From an optimization exercise on the open Yosys and OpenROAD flow, aimed at small area, a short achievable clock period and few clock cycles; shortcuts taken in it are not production practice. RTL that was checked went through simulation tests only; none was proved equivalent to the original. The RTL of run 4 was laid out without a check of its function.

==> flow/design.v <==
module sisb_alu (
    input  wire        clk,
    input  wire        rst,           
    input  wire        in_valid,
    output wire        in_ready,
    input  wire [3:0]  in_op,
    input  wire [15:0] in_a,
    input  wire [15:0] in_b,
    output reg         out_valid,
    output reg  [15:0] out_result,
    output reg         out_ovf,
    output reg         out_fatal,
    output reg  [1:0]  out_cause
);
    function [3:0] msb16(input [15:0] x);
        reg h8, h4, h2, h1;
        reg [7:0] y8;
        reg [3:0] y4;
        reg [1:0] y2;
        begin
            h8 = |x[15:8];  y8 = h8 ? x[15:8] : x[7:0];
            h4 = |y8[7:4];  y4 = h4 ? y8[7:4] : y8[3:0];
            h2 = |y4[3:2];  y2 = h2 ? y4[3:2] : y4[1:0];
            h1 = y2[1];
            msb16 = {h8, h4, h2, h1};
        end
    endfunction
    function [15:0] lenval(input [15:0] x);
        reg [15:0] n, pre;
        integer i;
        begin
            n = ~x;
            pre[0] = 1'b1;
            for (i = 1; i < 16; i = i + 1) pre[i] = pre[i-1] & n[i-1];
            lenval = x[15] ? (n | pre) : x;
        end
    endfunction
    function [5:0] booth(input [4:0] w);
        begin
            booth[5] = w[3] ^ w[2];
            booth[4] = (w[4] & ~w[3] & ~w[2]) | (~w[4] & w[3] & w[2]);
            booth[3] = w[4];
            booth[2] = w[1] ^ w[0];
            booth[1] = (w[2] & ~w[1] & ~w[0]) | (~w[2] & w[1] & w[0]);
            booth[0] = w[2];
        end
    endfunction
    function [4:0] window(input [15:0] v, input [1:0] g);
        reg [16:0] vx;
        begin
            vx = {v, 1'b0};
            case (g)
                2'd0: window = vx[4:0];
                2'd1: window = vx[8:4];
                2'd2: window = vx[12:8];
                default: window = vx[16:12];
            endcase
        end
    endfunction
    function [1:0] ndig(input [15:0] x);
        begin
            if (x[15:3] == {13{x[15]}})      ndig = 2'd0;
            else if (x[15:7] == {9{x[15]}})  ndig = 2'd1;
            else if (x[15:11] == {5{x[15]}}) ndig = 2'd2;
            else                             ndig = 2'd3;
        end
    endfunction
    reg        xv;           
    reg        xfirst;       
    reg        m_mul, m_div, m_pow;    
    reg        s_add, s_log, s_shl, s_shr;   
    reg        x_sub;        
    reg  [1:0] x_lsel;       
    reg        x_fatal;
    reg  [1:0] x_cause;
    reg        x_ovfc;       
    reg        d_sa, d_sb, d_rem;      
    reg        x_fill;       
    reg [15:0] xa, xb, xm;
    reg  [4:0] cnt;          
    reg  [1:0] dc;           
    reg  [5:0] bsel;         
    reg        mfirst;       
    reg        ph;           
    wire [17:0] shl_out = {{2{xb[15]}}, xb} << cnt[3:0];
    wire        a_sub   = m_div ? (d_sa == d_sb) : x_sub;
    wire [17:0] add_y   = a_sub ? ~shl_out : shl_out;
    wire [17:0] add_x   = {{2{xa[15]}}, xa};
    wire [17:0] sum     = add_x + add_y + {17'd0, a_sub};
    wire        add_ovf = sum[16] ^ sum[15];
    wire [17:0] z_t = add_x ^ add_y;
    wire [17:0] z_c = {add_x[16:0] | add_y[16:0], a_sub};
    wire        sum_zero = (z_t == z_c);
    wire [15:0] fill_mask = ~(16'hFFFF << cnt[3:0]);
    wire [15:0] shr_rev = shl_out[15:0] | (fill_mask & {16{x_fill}});
    reg  [15:0] shr_out;
    integer ri;
    always @(*) for (ri = 0; ri < 16; ri = ri + 1) shr_out[ri] = shr_rev[15 - ri];
    reg  [15:0] log_out;
    always @(*) begin
        case (x_lsel)
            2'd0:    log_out = xa & xb;
            2'd1:    log_out = xa | xb;
            default: log_out = xa ^ xb;
        endcase
    end
    wire        d_neg  = cnt[4];                   
    wire        d_acc  = ~d_neg & (d_sa ? (sum[17] | sum_zero) : ~sum[17]);
    wire [15:0] d_r_n  = d_acc ? sum[15:0] : xa;
    wire [15:0] q_in   = xfirst ? 16'd0 : out_result;
    wire [14:0] q_neg_hi = ~q_in[14:0] + 15'd1;
    wire        qneg   = d_sa ^ d_sb;
    wire        d_last = d_neg | (cnt[3:0] == 4'd0);
    wire [15:0] d_res1 = (d_last & d_rem) ? sum[15:0] :
                         (d_last & qneg)  ? {~q_in[14:0], 1'b1} : {q_in[14:0], 1'b1};
    wire [15:0] d_res0 = (d_last & d_rem) ? xa :
                         (d_last & qneg)  ? {q_neg_hi, 1'b0} : {q_in[14:0], 1'b0};
    wire [15:0] d_res  = d_acc ? d_res1 : d_res0;
    wire        d_ovf  = ~d_rem & ~qneg & q_in[14];
    wire        bh_one = bsel[5], bh_two = bsel[4], bh_neg = bsel[3];
    wire        bl_one = bsel[2], bl_two = bsel[1], bl_neg = bsel[0];
    wire [21:0] mx  = {{6{xm[15]}}, xm};
    wire [21:0] mx2 = {{5{xm[15]}}, xm, 1'b0};
    wire [21:0] pph = ((bh_one ? mx : 22'd0) | (bh_two ? mx2 : 22'd0)) ^ {22{bh_neg}};
    wire [21:0] ppl = ((bl_one ? mx : 22'd0) | (bl_two ? mx2 : 22'd0)) ^ {22{bl_neg}};
    wire [15:0] p_in = mfirst ? 16'd0 : out_result;
    wire [21:0] pacc = {{2{p_in[15]}}, p_in, 1'b0, bh_neg, 1'b0, bl_neg};
    wire [21:0] mac  = pacc + {pph[19:0], 2'b00} + ppl;
    wire        mac_oor = (mac[21:15] != {7{mac[15]}});
    wire        st_in   = xfirst ? 1'b0 : out_ovf;
    wire        mac_ovf = st_in | mac_oor;
    wire        m_end   = (dc == 2'd0);           
    wire [15:0] msrc    = ph ? xa : xm;           
    wire [15:0] xbl     = {xb[14:0], 1'b0};
    wire        p_bit   = xbl[cnt[3:0]];          
    wire        pow_last = m_end & (ph | ~p_bit) & (cnt[3:0] == 4'd1);
    wire [1:0]  nd_xa   = ndig(xa);
    wire [1:0]  nd_mac  = ndig(mac[15:0]);
    wire x_done = ~(m_mul | m_div | m_pow) | (m_mul & m_end)
                | (m_div & d_last)
                | (m_pow & pow_last);
    assign in_ready = ~xv | x_done;
    wire accept = in_valid & in_ready;
    wire i_add = (in_op == 4'h0), i_sub = (in_op == 4'h1), i_mul = (in_op == 4'h2);
    wire i_div = (in_op == 4'h3), i_pow = (in_op == 4'h4), i_rem = (in_op == 4'h5);
    wire i_and = (in_op == 4'h6), i_or  = (in_op == 4'h7), i_xor = (in_op == 4'h8);
    wire i_not = (in_op == 4'h9), i_shl = (in_op == 4'hA), i_shr = (in_op == 4'hB);
    wire i_rsv = (in_op[3:2] == 2'b11);
    wire i_dr  = i_div | i_rem;
    wire i_sh  = i_shl | i_shr;
    wire b_zero    = (in_b == 16'd0);
    wire b_one     = (in_b == 16'd1);
    wire shift_bad = (in_b[15:4] != 12'd0);
    wire fat_div   = i_dr & b_zero;
    wire fat_pow   = i_pow & in_b[15];
    wire fat_sh    = i_sh & shift_bad;
    wire i_fatal   = fat_div | fat_pow | fat_sh | i_rsv;
    wire [1:0] i_cause = i_rsv ? 2'd3 : fat_pow ? 2'd2 : fat_sh ? 2'd1 : 2'd0;
    wire [15:0] la = lenval(in_a);
    wire [15:0] lb = lenval(in_b);
    wire [3:0]  ia = msb16(la);
    wire [3:0]  ib = msb16(lb);
    wire [4:0]  d_s  = {1'b0, ia} - {1'b0, ib};
    wire a_zero  = (in_a == 16'd0);
    wire a_one   = (in_a == 16'd1);
    wire a_mone  = (in_a == 16'hFFFF);
    wire p_small = b_zero | b_one | a_zero | a_one | a_mone;
    wire p_evbig = ~in_a[0] & (in_b[15:4] != 12'd0);    
    wire p_gen   = i_pow & ~in_b[15] & ~p_small & ~p_evbig;
    wire [1:0] na = ndig(in_a);
    wire [1:0] nb = ndig(in_b);
    wire       mswap = (nb < na);    
    wire [5:0] bs_a  = booth(window(in_a, na));
    wire [5:0] bs_b  = booth(window(in_b, nb));
    reg [15:0] a_rev;
    integer ai;
    always @(*) for (ai = 0; ai < 16; ai = ai + 1) a_rev[ai] = in_a[15 - ai];
    wire [15:0] pow_small_val = b_zero ? 16'd1 : a_mone ? {{15{in_b[0]}}, 1'b1} : in_a;
    always @(posedge clk) begin
        if (rst) begin
            xv <= 1'b0;
            out_valid <= 1'b0;
        end else begin
            out_valid <= xv & x_done;
            if (accept) xv <= 1'b1;
            else if (x_done) xv <= 1'b0;
        end
    end
    always @(posedge clk) begin
        if (accept) begin
            xfirst  <= 1'b1;
            mfirst  <= 1'b1;
            ph      <= i_mul;
            dc      <= (i_mul & mswap) ? nb : na;
            bsel    <= (i_mul & mswap) ? bs_b : bs_a;
            m_mul   <= i_mul;
            m_div   <= i_dr & ~b_zero;
            m_pow   <= p_gen;
            s_add   <= i_add | i_sub;
            s_shl   <= i_shl & ~shift_bad;
            s_shr   <= i_shr & ~shift_bad;
            s_log   <= i_and | i_or | i_xor | i_not | (i_pow & ~in_b[15] & ~p_gen);
            x_sub   <= i_sub;
            x_lsel  <= i_and ? 2'd0 : (i_xor | i_not) ? 2'd2 : 2'd1;
            x_fatal <= i_fatal;
            x_cause <= i_cause;
            x_ovfc  <= i_pow & ~in_b[15] & ~p_small & p_evbig;
            d_sa    <= in_a[15];
            d_sb    <= in_b[15];
            d_rem   <= i_rem;
            x_fill  <= in_a[15];
            if (i_mul)
                xa <= mswap ? in_b : in_a;
            else if (i_pow & ~p_gen)
                xa <= (p_evbig & ~p_small) ? 16'd0 : pow_small_val;
            else
                xa <= in_a;
            if (i_shl)
                xb <= in_a;
            else if (i_shr)
                xb <= a_rev;
            else if (i_not)
                xb <= 16'hFFFF;
            else if (i_pow & ~p_gen)
                xb <= 16'd0;
            else
                xb <= in_b;
            xm <= (i_mul & ~mswap) ? in_b : in_a;
            if (i_sh)
                cnt <= {1'b0, in_b[3:0]};
            else if (i_dr)
                cnt <= d_s;                  
            else if (i_pow)
                cnt <= {1'b0, ib};
            else
                cnt <= 5'd0;
        end else begin
            xfirst <= 1'b0;
            if (m_div) begin
                xa  <= d_r_n;
                cnt <= {1'b0, cnt[3:0] - 4'd1};
            end
            if (m_mul | m_pow) begin
                dc     <= dc - 2'd1;
                bsel   <= booth(window(msrc, dc - 2'd1));
                mfirst <= m_end;
                if (m_pow & m_end) begin
                    xm <= mac[15:0];
                    if (~ph & p_bit) begin
                        ph   <= 1'b1;
                        dc   <= nd_xa;
                        bsel <= booth(window(xa, nd_xa));
                    end else begin
                        ph   <= 1'b0;
                        cnt  <= {1'b0, cnt[3:0] - 4'd1};
                        dc   <= nd_mac;
                        bsel <= booth(window(mac[15:0], nd_mac));
                    end
                end
            end
        end
    end
    always @(posedge clk) begin
        if (m_mul | m_pow) begin
            out_result <= mac[15:0];
            out_ovf    <= mac_ovf;
            out_fatal  <= 1'b0;
            out_cause  <= 2'd0;
        end else if (m_div) begin
            out_result <= d_res;
            out_ovf    <= d_ovf;
            out_fatal  <= 1'b0;
            out_cause  <= 2'd0;
        end else begin
            out_result <= x_fatal ? 16'd0 :
                          s_add ? sum[15:0] :
                          s_shl ? shl_out[15:0] :
                          s_shr ? shr_out :
                          s_log ? log_out : 16'd0;
            out_ovf    <= ~x_fatal & (s_add ? add_ovf : x_ovfc);
            out_fatal  <= x_fatal;
            out_cause  <= x_fatal ? x_cause : 2'd0;
        end
    end
endmodule
==> flow/flow/run.sh <==
#!/bin/bash
# The standard layout (standard.sh, all steps unchanged), except that the
# port buffers that buffer_ports inserts on every input and output are plain
# buffers (buf_2) instead of the delay cells it picks by default, and
# repair_timing aims for 5.5 ns of setup slack (the SDC is unchanged).
# The full output of the flow goes to standard.log; ORFS keeps each step's
# log under orfs/logs/.
set -e
export SETUP_SLACK_MARGIN=5.5
export BUFFER_PORTS_ARGS="-buffer_cell sky130_fd_sc_hd__buf_2"
bash standard.sh > standard.log 2>&1
==> flow/standard.sh <==
#!/bin/bash
# synth_recipe.tcl (not shown) runs the flow's synth.tcl, then flattens the netlist and writes it again
# the make line also repeats each setting of config.mk as NAME=value (left out here)
make -C /OpenROAD-flow-scripts/flow DESIGN_CONFIG=/design/flow/config.mk WORK_HOME=/design/flow/orfs CLKGATE_MAP_FILE= SYNTH_SCRIPT=/design/flow/synth_recipe.tcl "${@:-finish}"
==> flow/config.mk <==
export PLATFORM = sky130hd
export DESIGN_NAME = sisb_alu
export DESIGN_NICKNAME = sisb_alu
export VERILOG_FILES = /design/flow/design.v
export SDC_FILE = /design/flow/constraint.sdc
export NUM_CORES = 4
export LEC_CHECK = 0
export ABC_AREA = 1
export CAP_MARGIN = 20
export CORE_MARGIN = 2
export CORE_UTILIZATION = 40
export SLEW_MARGIN = 20
==> flow/constraint.sdc <==
create_clock -name core_clock -period 11.0 [get_ports {clk}]
set_input_delay 2.2000 -clock core_clock [delete_from_list [all_inputs] [get_ports {clk}]]
set_output_delay 2.2000 -clock core_clock [all_outputs]
set_load 0.01 [all_outputs]
==> summary.txt, run 1 <==
* Vias per inst at about 6
* Hold wc startpoint: xv
* Reg clk slew, reported paths at approximately 90 ps
* Final Cycle Share at 0.486
* First-pass GRT wire length at 91.0 mm
* Critical path, cell by cell: inv_2 > ha_1 > a21oi_1 > nor2_1 > a221oi_1 > nand3_1 > buf_2
* CP max stage delay at ~600 ps
* Routed wl met2 at ~26 mm
* Die ar. at 0.0379 mm2
* Number of antenna violations at the first check in global routing at 1
* Warning count from the yosys run at 1
* Post-synthesis cell count at ~2200
* Post-route ant nets at 0
* Min Tclk post-route at 5350 ps
* Gr ovfl total at 0
* Row Count at 69
* Final hold viol count at 0
* Layout Cells excl Fill at 2704
* Max_cap viols at 0
* # IOs at 61
* I/O Buffers at 60
* Top FF cell, synth: edfxtp_1
* Post-DP HPWL at 47.6 mm
* Fmax at 187 MHz
* Register Area at ~0.0028 mm2
* Worst Hold Class: reg -> reg
* Critical Path Fanout Max at 21
* Syn Nets at 2406
* Fill cells at 3806
* Commonest cells after routing, fill and taps aside: nand2_1 (461), inv_1 (298), nor2_1 (220)
* # DRC at 0
* Clock latency at the later pin of the worst-skew pair at 380 ps
* Worst setup margin at 5650 ps
* Crit-path slowest cell: dfxtp_2
* Routed wire length at 60.2 mm
* Post-DR wirelength/cell at 22.3 um
* EDFF count, synth at 74
* Synth top area cells: edfxtp_1 (15%), nand2_1 (12%), ha_1 (9.0%)
* Crit path launch type: flip-flop
* CTS buffer count at 9
* Top cell type by total area after synthesis: edfxtp_1
* Transition time of the tightest slew-check pin at 1050 ps
* Status: finished clean
* Reg2reg start: bsel[2]
* Distinct cells, synth at 70
* Drt pass-1 iters at 8
* Slew headroom at 0.302
* DR top layer: met5
* Max-slew violation count at 0
* H-tree depth at 3
* Setup TNS at 0 ps
* Die H at 195 um
* Mean Syn Cell Area at 6.48 um2
* Antenna cell count at 0
* Critical Path Start: cnt[1]
* RePlAce Congestion at approximately 1.0
* Pre-CTS WS at 5330 ps
* CP endpoint kind: output port
* WS Path Type: reg -> out
* Synth Cell Area at 0.0145 mm2
* Synthesized flop and latch total at between 100 and 150
* Multi-input gate area at a little over 0.01 mm2
* Core box area at between 0.03 and 0.04 mm2
* Req. time, crit path at around 9000 ps
* GRT Resource Usage Total at 0.313
* Layout area overhead at 5.99%
* Commonest non-fill, non-tap cell in the layout: nand2_1
* Area share of the largest cell type after synthesis at 0.153
* Clock Sinks at 103
* CTS tree: yes
* WL met1 at 25.7 mm
* Worst Path Arrival at 3150 ps
* Synth async-reset ratio at 0
* Clk_skew at approximately 23 ps
* Met3 WL post-DR at 6.05 mm
* DRT iter0 DRCs at 2254
* # nets final at between 2000 and 2500
* Layout cells sized above 1 at 0.0700
* Initial Util at 0.408
* Setup violations, final at 0
* Largest net degree at the start of global routing at 98
* Chip width at a little under 200 um
* Hold WS at 448 ps
* RSZ-0062 raised after global routing: yes
* Clock tree buffer depth at 2
* CTS Root Cell: clkbuf_16
* Setup bufs post-CTS at 0
* Number of global-route vias before repair at roughly 15000
* Vias at 16200
* Placed insts at between 2000 and 3000
* Sequential-to-total area share from yosys stat at 0.193
worst max-delay path, delay by kind of cell, from the launching register on:
| kind | cells | cell delay (ps) |
|---|---|---|
| AOI/OAI and AO/OA | 2 | 1100 |
| DFF | 1 | 600 |
| adders and majority gates | 1 | 320 |
| buffers and inverters | 2 | 440 |
| and+or+nand+nor | 2 | 300 |
metal layers:
metal / GRT usage / vias up
met5: 0 / -
met4: 0.122 / 2
met3: 0.0477 / 144
met2: 0.488 / 900
met1: 0.434 / 7623
li1: - / 7574
synth_stat cells, types with 4 or more instances:
cell / count
ha_1: 105
nor3_1: 24
o21bai_1: 9
nand2_2: 8
a31oi_1: 22
inv_2: 17
nand3_2: 6
o21a_1: 5
nor2_2: 9
o2111ai_1: 4
a221oi_1: 10
dfxtp_1: 29
o21ai_0: 180
nand4_1: 28
or2_2: 8
nor2_1: 222
fa_1: 17
o31ai_1: 9
clkinv_1: 7
nand2_1: 461
buf_6: 6
a211oi_1: 9
xor2_1: 91
clkbuf_1: 49
a22oi_1: 4
buf_1: 10
o221ai_1: 16
buf_4: 4
edfxtp_1: 74
nand3_1: 118
o21ai_1: 23
o22ai_1: 63
inv_1: 298
xnor2_1: 37
o211ai_1: 53
nor4_1: 7
a21oi_1: 136
buf_2: 18
cell families after synthesis:
group,after synthesis,share of synthesized area
AOI/OAI and AO/OA,571,0.236
xor gates and xnor gates,130,0.0797
adders and majority gates,122,0.114
buffers and inverters,410,0.112
DFF,103,0.193
muxes,3,0.00215
and+or+nand+nor,906,0.263
registers in the layout (all words and copies together), names as in the netlist, 2 cells and up:
signal      cells
bsel            6
cnt             5
dc              2
out_cause       2
out_result     16
x_cause         2
x_lsel          2
xa             16
xb             16
xm             16
worst paths after layout:
kind | to | cells past startpoint | slack (ps)
hold reg to reg | out_valid | 2 | 450
setup reg to reg | bsel[0] | 26 | 6020
setup / recovery | in_ready | 7 | 5650
hold / removal | out_valid | 2 | 450
through the flow:
stage	instance area (um2)	utilization
after global placement	15100	0.423
after floorplan	14500	-
after CTS	15400	0.432
final	15400	0.433
after global routing	15400	0.433
after detailed placement	15100	0.423
timing repair:
action,CTS,global route
setup endpoints to repair,1,48
hold endpoints to repair,0,0
hold buffers,0,0
gates resized for setup,2,4
pin swaps,0,0
final cells by class:
type | instances | share of cell area
Clock inverter | 7 | 0.00633
Inverter | 323 | 0.0791
Multi-Input combinational cell | 1732 | 0.656
Sequential cell | 103 | 0.182
Timing Repair Buffer | 69 | 0.0242
Tap cell | 461 | 0.0374
Clock buffer | 9 | 0.0146
Testbench counts, summed over its fixed seeds: cycles 28,382.
==> run 2: changes to the inputs <==
--- a/flow/flow/run.sh
+++ b/flow/flow/run.sh
@@ -4,3 +4,3 @@
 # buffers (buf_2) instead of the delay cells it picks by default, and
-# repair_timing aims for 5.5 ns of setup slack (the SDC is unchanged).
+# repair_timing aims for 6 ns of setup slack (the SDC is unchanged).
 # The full output of the flow goes to standard.log; ORFS keeps each step's
@@ -8,3 +8,3 @@
 set -e
-export SETUP_SLACK_MARGIN=5.5
+export SETUP_SLACK_MARGIN=6
 export BUFFER_PORTS_ARGS="-buffer_cell sky130_fd_sc_hd__buf_2"
==> run 2 against run 1 <==
Against the previous run:
- still clean
- fmax grew 6.2%
- register-to-register slack improved by 190 ps
- die area did not move
- area after synthesis stayed put
==> summary.txt, run 2 <==
* Clock Sinks at 103
* Gr ovfl total at 0
* Reg2reg start: m_div
* Syn Nets at 2406
* Area share of the largest cell type after synthesis at 0.153
* Reg clk slew, reported paths at around 90 ps
* Commonest cells after routing, fill and taps aside: nand2_1 (455), inv_1 (291), nor2_1 (212)
* Setup violations, final at 0
* Worst Hold Class: reg -> reg
* Row Count at between 60 and 70
* Hold wc startpoint: xv
* Synth async-reset ratio at 0
* Synth Cell Area at 0.0145 mm2
* # nets final at 2427
* Top post-synthesis cells by count: nand2_1 (461), inv_1 (298), nor2_1 (222)
* CTS buffer count at 9
* Die H at 195 um
* Largest net degree at the start of global routing at between 90 and 100
* RePlAce Congestion at 1.02
* Placed cell areas at about 0.015 mm2
* Antenna cell count at 0
* CP endpoint kind: output port
* Worst Hold Depth at 2
* Max-slew violation count at 0
* Post-DP HPWL at between 40 and 50 mm
* Most used routing layer: met2
* Vias at 16300
* Slew headroom at 0.309
* Min Tclk post-route at 5040 ps
* Mean Syn Cell Area at 6.48 um2
* Layout Cells excl Fill at 2732
* Die ar. at 0.0379 mm2
* Register Area at about 0.0028 mm2
* Clock latency at the later pin of the worst-skew pair at 370 ps
* Worst Path Arrival at 2840 ps
* Transition time of the tightest slew-check pin at 1040 ps
* Post-synthesis cell count at roughly 2200
* R2R depth at 19
* Final hold viol count at 0
* Hold Path End: out_valid
* Worst setup margin at ~6000 ps
* Final Cycle Share at 0.458
* Synth top area cells: edfxtp_1 (15%), nand2_1 (12%), ha_1 (9.0%)
* Placed insts at 2686
* Met2 Use GR at 0.499
* Fmax at 199 MHz
* Setup TNS at 0 ps
* Commonest non-fill, non-tap cell in the layout: nand2_1
* First-pass GRT wire length at 92.2 mm
* Clk_skew at 20.9 ps
* Vias per inst at 5.98
* CTS Root Cell: clkbuf_16
* Initial Util at 0.408
* WS Path Type: reg -> out
* Chip width at approximately 190 um
* Critical Path Fanout Max at 21
* EDFF count, synth at 74
* Layout area overhead at 8.58%
* Synthesized flop and latch total at 103
* # IOs at 61
* Worst R2R Setup Slack at 6210 ps
* Warning count from the yosys run at 1
* DRT iter0 DRCs at 1820
* I/O Buffers at 60
* Final Core Density at 0.443
* Fill cells at 3798
* Final instance area at 0.0158 mm2
* Number of antenna violations at the first check in global routing at 0
* Drt pass-1 iters at 7
* Core box area at 0.0357 mm2
* Top FF cell, synth: edfxtp_1
* Pre-CTS WS at around 5300 ps
* Post-route ant nets at 0
* Status: finished clean
* Clock tree buffer depth at 2
* Sequential-to-total area share from yosys stat at 0.193
* Hold WS at 461 ps
* Top cell type by total area after synthesis: edfxtp_1
* Met3 Use GR at 0.0547
* Crit path launch type: flip-flop
* CTS tree: yes
* Most common cell in the netlist: nand2_1
* Multi-input gate area at 0.0103 mm2
* Number of global-route vias before repair at 15100
* Routed wire length at 62.3 mm
* GRT Resource Usage Total at 0.319
* Layout cells sized above 1 at 0.0956
* Distinct cells, synth at 70
* Met1 Track Usage GR at 0.439
* # DRC at 0
* H-tree depth at 3
* Max_cap viols at 0
* RSZ-0062 raised after global routing: yes
* Req. time, crit path at 8800 ps
* Post-DR wirelength/cell at 22.8 um
* Reg2reg end: xa[7]
[run 2: cell types whose count changed in the layout (fill, tap and decap cells not counted), moves of 3 or more]
cell / change
clkinvlp_4: +9
a21oi_1: -3
a21oi_2: +3
nor2_1: -8
inv_1: -7
nand2_1: -6
nor2_4: +3
buf_4: +23
nor2_2: +5
nand2_2: +5
[run 2: per-layer routing]
metal / routed length (um) / part of all wire / vias to the layer above
li1: - / - / 7613
met2: 27100 / 0.43 / 898
met1: 26500 / 0.42 / 7699
met5: 0 / 0 / -
met3: 6240 / 0.10 / 139
met4: 2540 / 0.041 / 0
[run 2: how the worst max path moves through the flow]
stage                   from       end  slack [ps]  depth (start not counted)
floorplan           in_b[15]    xa[13]        6320                         18
detailed placement  in_b[15]     xa[8]        5270                         16
finish                cnt[2]  in_ready        5960                          9
CTS                   cnt[2]  in_ready        5820                          9
global route          cnt[1]  in_ready        5860                          9
global placement    in_b[15]     xa[1]        5400                         16
[run 2: cell families (layout without fill, tap and decap cells)]
group,Yosys count,count (layout),share of synthesized area
muxes,3,3,0.00215
DFF,103,103,0.193
AOI/OAI and AO/OA,571,571,0.236
and+or+nand+nor,906,906,0.263
adders and majority gates,122,122,0.114
buffers and inverters,410,436,0.112
xor gates and xnor gates,130,130,0.0797
[run 2: worst max-delay path: stages, from the launching register on]
cell	delay [ps]
dfxtp_2	470
nor2_2	500
inv_1	180
o32ai_1	180
a21oi_1	80
nand2_1	210
nand2_2	240
nand4_1	270
nand3_1	170
buf_2	180
[run 2: cell type report]
class,instances,share of cell area
Timing Repair Buffer,95,0.0381
Clock inverter,7,0.00412
Sequential cell,103,0.178
Tap cell,461,0.0365
Clock buffer,9,0.0143
Multi-Input combinational cell,1732,0.649
Timing Repair inverter,2,0.000950
Inverter,323,0.0793
[run 2: repair_timing]
| action | CTS | global route |
|---|---|---|
| endpoints found under the setup margin | 77 | 76 |
| resized for setup | 9 | 50 |
| hold buffers | 0 | 0 |
| pin swaps | 1 | 4 |
| cloned | 0 | 2 |
| buffers inserted | 1 | 27 |
==> run 3: changes to the inputs <==
--- a/flow/flow/run.sh
+++ b/flow/flow/run.sh
@@ -4,3 +4,3 @@
 # buffers (buf_2) instead of the delay cells it picks by default, and
-# repair_timing aims for 6 ns of setup slack (the SDC is unchanged).
+# repair_timing aims for 6.5 ns of setup slack (the SDC is unchanged).
 # The full output of the flow goes to standard.log; ORFS keeps each step's
@@ -8,3 +8,3 @@
 set -e
-export SETUP_SLACK_MARGIN=6
+export SETUP_SLACK_MARGIN=6.5
 export BUFFER_PORTS_ARGS="-buffer_cell sky130_fd_sc_hd__buf_2"
==> run 3 against run 2 <==
Against the previous run:
- critical path depth increased by 11
- area after synthesis unchanged
- final cell count increased by 3.0%
- die area unchanged
- still clean
- non-clock buffer count rose by 78
- sequential share of layout area decreased by 2.0 points
- synthesized cell count is the same
- global-route usage hardly changed
- first-iteration DRC count increased by 3.3%
==> summary.txt, run 3 <==
* RSZ-0062 raised after global routing: yes
* Area share of the largest cell type after synthesis at 0.153
* # nets final at 2508
* Synthesized flop and latch total at slightly above 100
* Hold WS at 463 ps
* Post-DP HPWL at 47.2 mm
* Final hold viol count at 0
* Post-synthesis cell count at 2245
* Critical Path Fanout Max at 6
* Worst Hold Class: reg -> reg
* WS Path Type: in -> reg
* # DRC at 0
* Slew headroom at 0.307
* Max-slew violation count at 0
* CTS Root Cell: clkbuf_16
* Req. time, crit path at between 10000 and 15000 ps
* Fill cells at 3584
* CTS buffer count at 9
* Routed wire length at 63.4 mm
* Post-DR wirelength/cell at 22.5 um
* First-pass GRT wire length at 92.6 mm
* # IOs at 61
* Synth top area cells: edfxtp_1 (15%), nand2_1 (12%), ha_1 (9.0%)
* Sequential-to-total area share from yosys stat at 0.193
* Placed cell areas at 0.0151 mm2
* Synth Cell Area at 0.0145 mm2
* Final Cycle Share at 0.409
* Gr ovfl total at 0
* Clk_skew at 16.9 ps
* Die H at 195 um
* Reg clk slew, reported paths at 90 ps
* Status: finished clean
* Top FF cell, synth: edfxtp_1
* Layout cells sized above 1 at 0.210
* Row Count at 69
* Transition time of the tightest slew-check pin at 1040 ps
* Setup violations, final at 0
* Chip width at 195 um
* Final Core Density at 0.501
* CP endpoint kind: flip-flop
* Min Tclk post-route at ~4500 ps
* Top cell type by total area after synthesis: edfxtp_1
* Distinct cells, synth at 70
* GRT Resource Usage Total at 0.319
* Vias per inst at 6.03
* RePlAce Congestion at 0.997
* Most common cell in the netlist: nand2_1
* H-tree depth at 3
* Fmax at ~220 MHz
* EDFF count, synth at 74
* Top post-synthesis cells by count: nand2_1 (461), inv_1 (298), nor2_1 (222)
* Setup TNS at 0 ps
* Largest net degree at the start of global routing at 98
* Antenna cell count at 0
* Commonest cells after routing, fill and taps aside: nand2_1 (405), inv_1 (272), nor2_1 (184)
* Syn Nets at 2406
* Initial Util at 0.408
* Number of global-route vias before repair at 15400
* Die ar. at 0.0379 mm2
* Clock tree buffer depth at 2
* Mean Syn Cell Area at 6.48 um2
* Max_cap viols at 0
* Final instance area at 0.0179 mm2
* Commonest non-fill, non-tap cell in the layout: nand2_1
* Number of antenna violations at the first check in global routing at 0
* Worst Path Arrival at between 4000 and 5000 ps
* Post-route ant nets at 0
* Clock Sinks at around 100
* Crit path launch type: input pin
* Vias at approximately 17000
* DRT iter0 DRCs at ~1900
* Clock latency at the later pin of the worst-skew pair at approximately 370 ps
* Layout area overhead at 22.8%
* I/O Buffers at 60
* Warning count from the yosys run at 1
* Core box area at 0.0357 mm2
* Synth async-reset ratio at 0
* CTS tree: yes
* Drt pass-1 iters at 8
==> run 3: cell counts after synthesis <==
Identical to the previous run, type by type.
==> run 3: area by class of cell <==
type	instances	area [um2]	share of cell area
Inverter	323	1320	0.0738
Tap cell	461	577	0.0323
Timing Repair inverter	4	32.5	0.00182
Sequential cell	103	2820	0.158
Clock buffer	9	225	0.0126
Multi-Input combinational cell	1733	11400	0.638
Clock inverter	7	86.3	0.00483
Timing Repair Buffer	173	1410	0.0791
==> run 3: routing by layer <==
metal	share of wire	wire length [um]	track usage	up-vias
li1	-	-	-	7777
met1	0.41	25700	0.425	7941
met2	0.44	28200	0.501	1032
met3	0.10	6440	0.0633	213
met4	0.049	3100	0.137	0
met5	0	0	0	-
==> run 3: per-stage QoR <==
stage               instances  worst slack (ps)
floorplan                2245              6490
global placement         2687              5390
detailed placement       2687              5410
CTS                      2735              6390
global route             2813              6360
finish                   2813              6500
==> run 3: critical path: stages <==
cell and delay, ps:
clkbuf_4 160, clkinvlp_4 120, nand2_2 150, nor2_4 70
a21oi_2 180, nand2_1 110, nor2_4 150, nand3_4 120
buf_4 150, o21ai_0 180, o21bai_1 110, a21oi_2 190
ha_4 160, inv_2 40, ha_4 150, a21oi_4 110
nor2_1 60, nand2_1 50, nand4_1 170, o31ai_1 140
==> run 3: final timing paths <==
check,depth (start not counted),endpoint,from,slack (ps)
worst max-delay path,20,cnt[4],in_a[12],6500
worst min-delay path,2,out_valid,xv,460
worst max register to register,24,bsel[5],bsel[1],6560
worst min register to register,2,out_valid,xv,460
==> run 3: cell families after synthesis <==
logic type,after synthesis,synth area share
adder cells (fa/ha/maj),122,0.114
multiplexers,3,0.00215
XOR/XNOR,130,0.0797
buffers and inverters,410,0.112
flip-flops,103,0.193
AND/OR/NAND/NOR,906,0.263
AO/OA/AOI/OAI,571,0.236
==> run 3: what timing repair did <==
action | CTS | global route
hold buffers | 0 | 0
pin swaps | 24 | 93
endpoints found under the setup margin | 79 | 79
resized for setup | 109 | 280
buffers inserted | 31 | 71
cloned | 1 | 7
==> run 4: changes to the inputs <==
--- a/flow/design.v
+++ b/flow/design.v
@@ -78,4 +78,7 @@
     reg        x_fill;       
-    reg [15:0] xa, xb, xm;
-    reg  [4:0] cnt;          
+    reg [15:0] xa, xm;
+    reg [17:0] xb;           
+    reg  [3:0] cnt;          
+    reg  [3:0] d_ia;         
+    reg        d_nza;        
     reg  [1:0] dc;           
@@ -84,5 +87,8 @@
     reg        ph;           
-    wire [17:0] shl_out = {{2{xb[15]}}, xb} << cnt[3:0];
+    wire [4:0]  d_diff  = {1'b0, d_ia} - {1'b0, cnt};
+    wire        d_quick = ~d_nza | d_diff[4];           
+    wire [3:0]  sh_amt  = m_div ? d_diff[3:0] : cnt;
+    wire [17:0] shl_out = {{2{xb[15]}}, xb[15:0]} << sh_amt;
     wire        a_sub   = m_div ? (d_sa == d_sb) : x_sub;
-    wire [17:0] add_y   = a_sub ? ~shl_out : shl_out;
+    wire [17:0] add_y   = a_sub ? ~xb : xb;
     wire [17:0] add_x   = {{2{xa[15]}}, xa};
@@ -93,3 +99,3 @@
     wire        sum_zero = (z_t == z_c);
-    wire [15:0] fill_mask = ~(16'hFFFF << cnt[3:0]);
+    wire [15:0] fill_mask = ~(16'hFFFF << cnt);
     wire [15:0] shr_rev = shl_out[15:0] | (fill_mask & {16{x_fill}});
@@ -101,14 +107,13 @@
         case (x_lsel)
-            2'd0:    log_out = xa & xb;
-            2'd1:    log_out = xa | xb;
-            default: log_out = xa ^ xb;
+            2'd0:    log_out = xa & xb[15:0];
+            2'd1:    log_out = xa | xb[15:0];
+            default: log_out = xa ^ xb[15:0];
         endcase
     end
-    wire        d_neg  = cnt[4];                   
-    wire        d_acc  = ~d_neg & (d_sa ? (sum[17] | sum_zero) : ~sum[17]);
+    wire        d_acc  = d_sa ? (sum[17] | sum_zero) : ~sum[17];
     wire [15:0] d_r_n  = d_acc ? sum[15:0] : xa;
-    wire [15:0] q_in   = xfirst ? 16'd0 : out_result;
+    wire [15:0] q_in   = out_result;
     wire [14:0] q_neg_hi = ~q_in[14:0] + 15'd1;
     wire        qneg   = d_sa ^ d_sb;
-    wire        d_last = d_neg | (cnt[3:0] == 4'd0);
+    wire        d_last = (cnt == 4'd0);
     wire [15:0] d_res1 = (d_last & d_rem) ? sum[15:0] :
@@ -134,8 +139,7 @@
     wire [15:0] xbl     = {xb[14:0], 1'b0};
-    wire        p_bit   = xbl[cnt[3:0]];          
-    wire        pow_last = m_end & (ph | ~p_bit) & (cnt[3:0] == 4'd1);
+    wire        p_bit   = xbl[cnt];               
+    wire        pow_last = m_end & (ph | ~p_bit) & (cnt == 4'd1);
     wire [1:0]  nd_xa   = ndig(xa);
-    wire [1:0]  nd_mac  = ndig(mac[15:0]);
     wire x_done = ~(m_mul | m_div | m_pow) | (m_mul & m_end)
-                | (m_div & d_last)
+                | (m_div & (xfirst ? d_quick : d_last))
                 | (m_pow & pow_last);
@@ -162,3 +166,2 @@
     wire [3:0]  ib = msb16(lb);
-    wire [4:0]  d_s  = {1'b0, ia} - {1'b0, ib};
     wire a_zero  = (in_a == 16'd0);
@@ -210,2 +213,4 @@
             d_rem   <= i_rem;
+            d_ia    <= ia;
+            d_nza   <= ~a_zero;
             x_fill  <= in_a[15];
@@ -218,20 +223,18 @@
             if (i_shl)
-                xb <= in_a;
+                xb <= {2'b00, in_a};
             else if (i_shr)
-                xb <= a_rev;
+                xb <= {2'b00, a_rev};
             else if (i_not)
-                xb <= 16'hFFFF;
+                xb <= 18'h0FFFF;
             else if (i_pow & ~p_gen)
-                xb <= 16'd0;
+                xb <= 18'd0;
             else
-                xb <= in_b;
+                xb <= {{2{in_b[15]}}, in_b};
             xm <= (i_mul & ~mswap) ? in_b : in_a;
             if (i_sh)
-                cnt <= {1'b0, in_b[3:0]};
-            else if (i_dr)
-                cnt <= d_s;                  
-            else if (i_pow)
-                cnt <= {1'b0, ib};
+                cnt <= in_b[3:0];
+            else if (i_dr | i_pow)
+                cnt <= ib;
             else
-                cnt <= 5'd0;
+                cnt <= 4'd0;
         end else begin
@@ -239,4 +242,10 @@
             if (m_div) begin
-                xa  <= d_r_n;
-                cnt <= {1'b0, cnt[3:0] - 4'd1};
+                if (xfirst) begin
+                    xb  <= shl_out;
+                    cnt <= d_diff[3:0];
+                end else begin
+                    xa  <= d_r_n;
+                    xb  <= {xb[17], xb[17:1]};
+                    cnt <= cnt - 4'd1;
+                end
             end
@@ -254,5 +263,5 @@
                         ph   <= 1'b0;
-                        cnt  <= {1'b0, cnt[3:0] - 4'd1};
-                        dc   <= nd_mac;
-                        bsel <= booth(window(mac[15:0], nd_mac));
+                        cnt  <= cnt - 4'd1;
+                        dc   <= 2'd3;
+                        bsel <= booth(mac[15:11]);
                     end
@@ -269,4 +278,4 @@
         end else if (m_div) begin
-            out_result <= d_res;
-            out_ovf    <= d_ovf;
+            out_result <= xfirst ? ((d_quick & d_rem) ? xa : 16'd0) : d_res;
+            out_ovf    <= ~xfirst & d_ovf;
             out_fatal  <= 1'b0;
==> flow/run.sh (new file) <==
#!/bin/bash
# synth_recipe.tcl (not shown) runs the flow's synth.tcl, then flattens the netlist and writes it again
# the make line also repeats each setting of config.mk as NAME=value (left out here)
make -C /OpenROAD-flow-scripts/flow DESIGN_CONFIG=/design/flow/config.mk WORK_HOME=/design/flow/orfs CLKGATE_MAP_FILE= SYNTH_SCRIPT=/design/flow/synth_recipe.tcl finish
--- a/flow/config.mk
+++ b/flow/config.mk
@@ -7,3 +7,2 @@
 export LEC_CHECK = 0
-export ABC_AREA = 1
 export CAP_MARGIN = 20
@@ -11,2 +10,3 @@
 export CORE_UTILIZATION = 40
+export SETUP_SLACK_MARGIN = 5
 export SLEW_MARGIN = 20
removed: flow/flow/run.sh
removed: flow/standard.sh
==> run 4 against run 3 <==
Against the previous run:
- design area fell by 11%
- still clean on timing, DRC and antenna
- register-to-register slack got worse by 1100 ps
- fmax fell by 22%
- critical path depth fell by 11
- setup slack got worse by 1300 ps
==> summary.txt, run 4 <==
* Worst R2R Setup Slack at 5460 ps
* Routed wl met2 at 26.3 mm
* Status: finished clean
* Vias at between 15000 and 20000
* CTS buffer count at 9
* Largest Register: xb
* Final Cycle Share at 0.526
* RePlAce Congestion at between 0.9 and 1
* Max_cap viols at 0
* Req. time, crit path at 8800 ps
* Clock latency at the later pin of the worst-skew pair at 370 ps
* Clk_skew at approximately 6.5 ps
* # DRC at 0
* CTS tree: yes
* Layout area overhead at 7.15%
* # IOs at 61
* Worst setup margin at between 5000 and 6000 ps
* Largest net degree at the start of global routing at 83
* Met3 WL post-DR at about 5.9 mm
* Final hold viol count at 0
* Hold WS at about 450 ps
* Min Tclk post-route at 5790 ps
* Setup TNS at 0 ps
* Number of global-route vias before repair at around 14000
* Mean Syn Cell Area at 7.88 um2
* CTS Root Cell: clkbuf_16
* Core box area at 0.0365 mm2
* Reg clk slew, reported paths at 80 ps
* Row Count at 70
* DR top layer: met4
* Die ar. at slightly below 0.04 mm2
* Post-DP HPWL at 46.1 mm
* Antenna cell count at 0
* Area share of the largest cell type after synthesis at 0.164
* EDFF count, synth at 81
* Synth async-reset ratio at 0
* H-tree depth at 3
* GRT Resource Usage Total at 0.310
* Number of antenna violations at the first check in global routing at 0
* Post-DR wirelength/cell at 26.3 um
* Setup violations, final at 0
* Distinct cells, synth at 89
* Warning count from the yosys run at 1
* Post-route ant nets at 0
* DRT iter0 DRCs at 2303
* Pre-CTS WS at 4050 ps
* Worst Hold Depth at 1
* Layout Cells excl Fill at 2303
* Reg2reg start: d_sa
* Drt pass-1 iters at 7
* Layout cells sized above 1 at 0.0578
* Post-synthesis cell count at 1883
* Top FF cell, synth: edfxtp_1
* Commonest cells after routing, fill and taps aside: nand2_1 (162), a21oi_1 (152), nor2_1 (147)
* Crit path launch type: flip-flop
* Worst Hold Class: reg -> reg
* Hold wc startpoint: x_cause[1]
* Commonest non-fill, non-tap cell in the layout: nand2_1
* Routed wire length at just over 60 mm
* Flip-flop count of the largest register after layout at 18
* # nets final at around 2000
* Most common cell in the netlist: nand2_1
* Fmax at approximately 170 MHz
* Vias per inst at 6.58
* CP endpoint kind: output port
* Synth Cell Area at 0.0148 mm2
* Clock tree buffer depth at 2
* Synth top area cells: edfxtp_1 (16%), ha_1 (8.8%), mux2i_1 (6.3%)
* WL met1 at 26.0 mm
* Synthesized flop and latch total at 109
* R2R depth at 17
* Placed insts at 2286
* Slew headroom at 0.317
* Sequential-to-total area share from yosys stat at 0.202
* Clock Sinks at 109
* Worst Path Arrival at about 3600 ps
* Gr ovfl total at 0
* WS Path Type: reg -> out
* Top post-synthesis cells by count: nand2_1 (164), a21oi_1 (154), nor2_1 (149)
* Transition time of the tightest slew-check pin at 1020 ps
* Chip width at slightly below 200 um
* Syn Nets at around 2000
* I/O Buffers at 60
* RSZ-0062 raised after global routing: no
* Top cell type by total area after synthesis: edfxtp_1
* Max-slew violation count at 0
* Reg2reg end: out_result[1]
* Hold Path End: out_cause[1]
* Initial Util at 0.406
* First-pass GRT wire length at 90.6 mm
* Critical Path Fanout Max at 14
* Die H at 197 um
-- run 4: what timing repair did --
item	in CTS	in global routing
hold buffers	0	0
gates cloned	1	0
gates resized for setup	3	3
setup endpoints to repair	40	21
pin swaps	1	0
buffers inserted	0	0
-- run 4: routing by layer --
metal / track usage / up-vias
met4: 0.115 / 0
li1: - / 6860
met3: 0.0438 / 131
met1: 0.441 / 7234
met2: 0.477 / 921
met5: 0 / -
-- run 4: final cells by class --
type                    instances  area (um2)
clock buffers                   9         225
clock inverters                 7        57.6
fillers                      3712       20600
inverters                      95         357
multi-input cells            1533       10900
flip-flops and latches        109        2990
well taps                     468         586
repair buffers                 82         767
-- run 4: kinds of logic after synthesis --
family,share of synthesized area
AOI/OAI and AO/OA,0.267
and+or+nand+nor,0.180
xor gates and xnor gates,0.0807
adders and majority gates,0.112
muxes,0.0931
DFF,0.202
buffers and inverters,0.0651
-- run 4: critical path, cell delays in order (launching register included) --
cell             delay, ps
dfxtp_1                660
inv_1                  330
fa_1                   520
a21oi_1                150
nor2_1                  60
o21a_1                 250
mux2i_1                180
a221oi_2               120
o211ai_1               290
clkdlybuf4s50_1        660
-- run 4: how the worst max path moves through the flow --
stage,startpoint,to,slack [ps],cells past startpoint
floorplan,d_sa,xa[0],5700,18
global placement,in_a[15],xa[7],4170,11
detailed placement,in_a[15],xa[12],4050,11
CTS,cnt[2],in_ready,5060,9
global route,cnt[2],in_ready,5040,9
finish,cnt[1],in_ready,5210,9
-- run 4: through the flow --
| stage | instance area (um2) | utilization |
|---|---|---|
| final | 15900 | 0.435 |
| after global routing | 15900 | 0.435 |
| after CTS | 15900 | 0.435 |
| after detailed placement | 15600 | 0.427 |
| after global placement | 15600 | 0.427 |
| after floorplan | 14800 | - |

## afterwards: timing with drivers on the ports
How much do the figures lean on ideal ports? The routed layouts below were timed once more, with nothing changed but the port constraints.
Step 1 assumes that a clkbuf_16 drives the clock port and a buf_2 every other input.
Step 2 moves the port delays by t, midway between the first and last clock arrival at a register: inputs arrive t later, outputs are due t later. That takes back most of the time a late clock gives input paths.
a / b / c = no drivers / after step 1 / after step 2; a / b = the first two.
run | shift t [ns] | setup WS [ns] | latest minus earliest clock arrival (ns)
run 1 | 0.419 | 5.651 / 5.599 / 5.375 | 0.024 / 0.023
run 2 | 0.403 | 5.963 / 5.919 / 5.818 | 0.021 / 0.021
run 3 | 0.418 | 6.504 / 6.463 / 6.045 | 0.017 / 0.017
run 4 | 0.407 | 5.210 / 5.165 / 4.873 | 0.006 / 0.006
After both steps setup and hold are still met in every run listed. The setup slack of run 3, which loses most, moves by -0.041 ns with the drivers and by -0.459 ns with both steps.
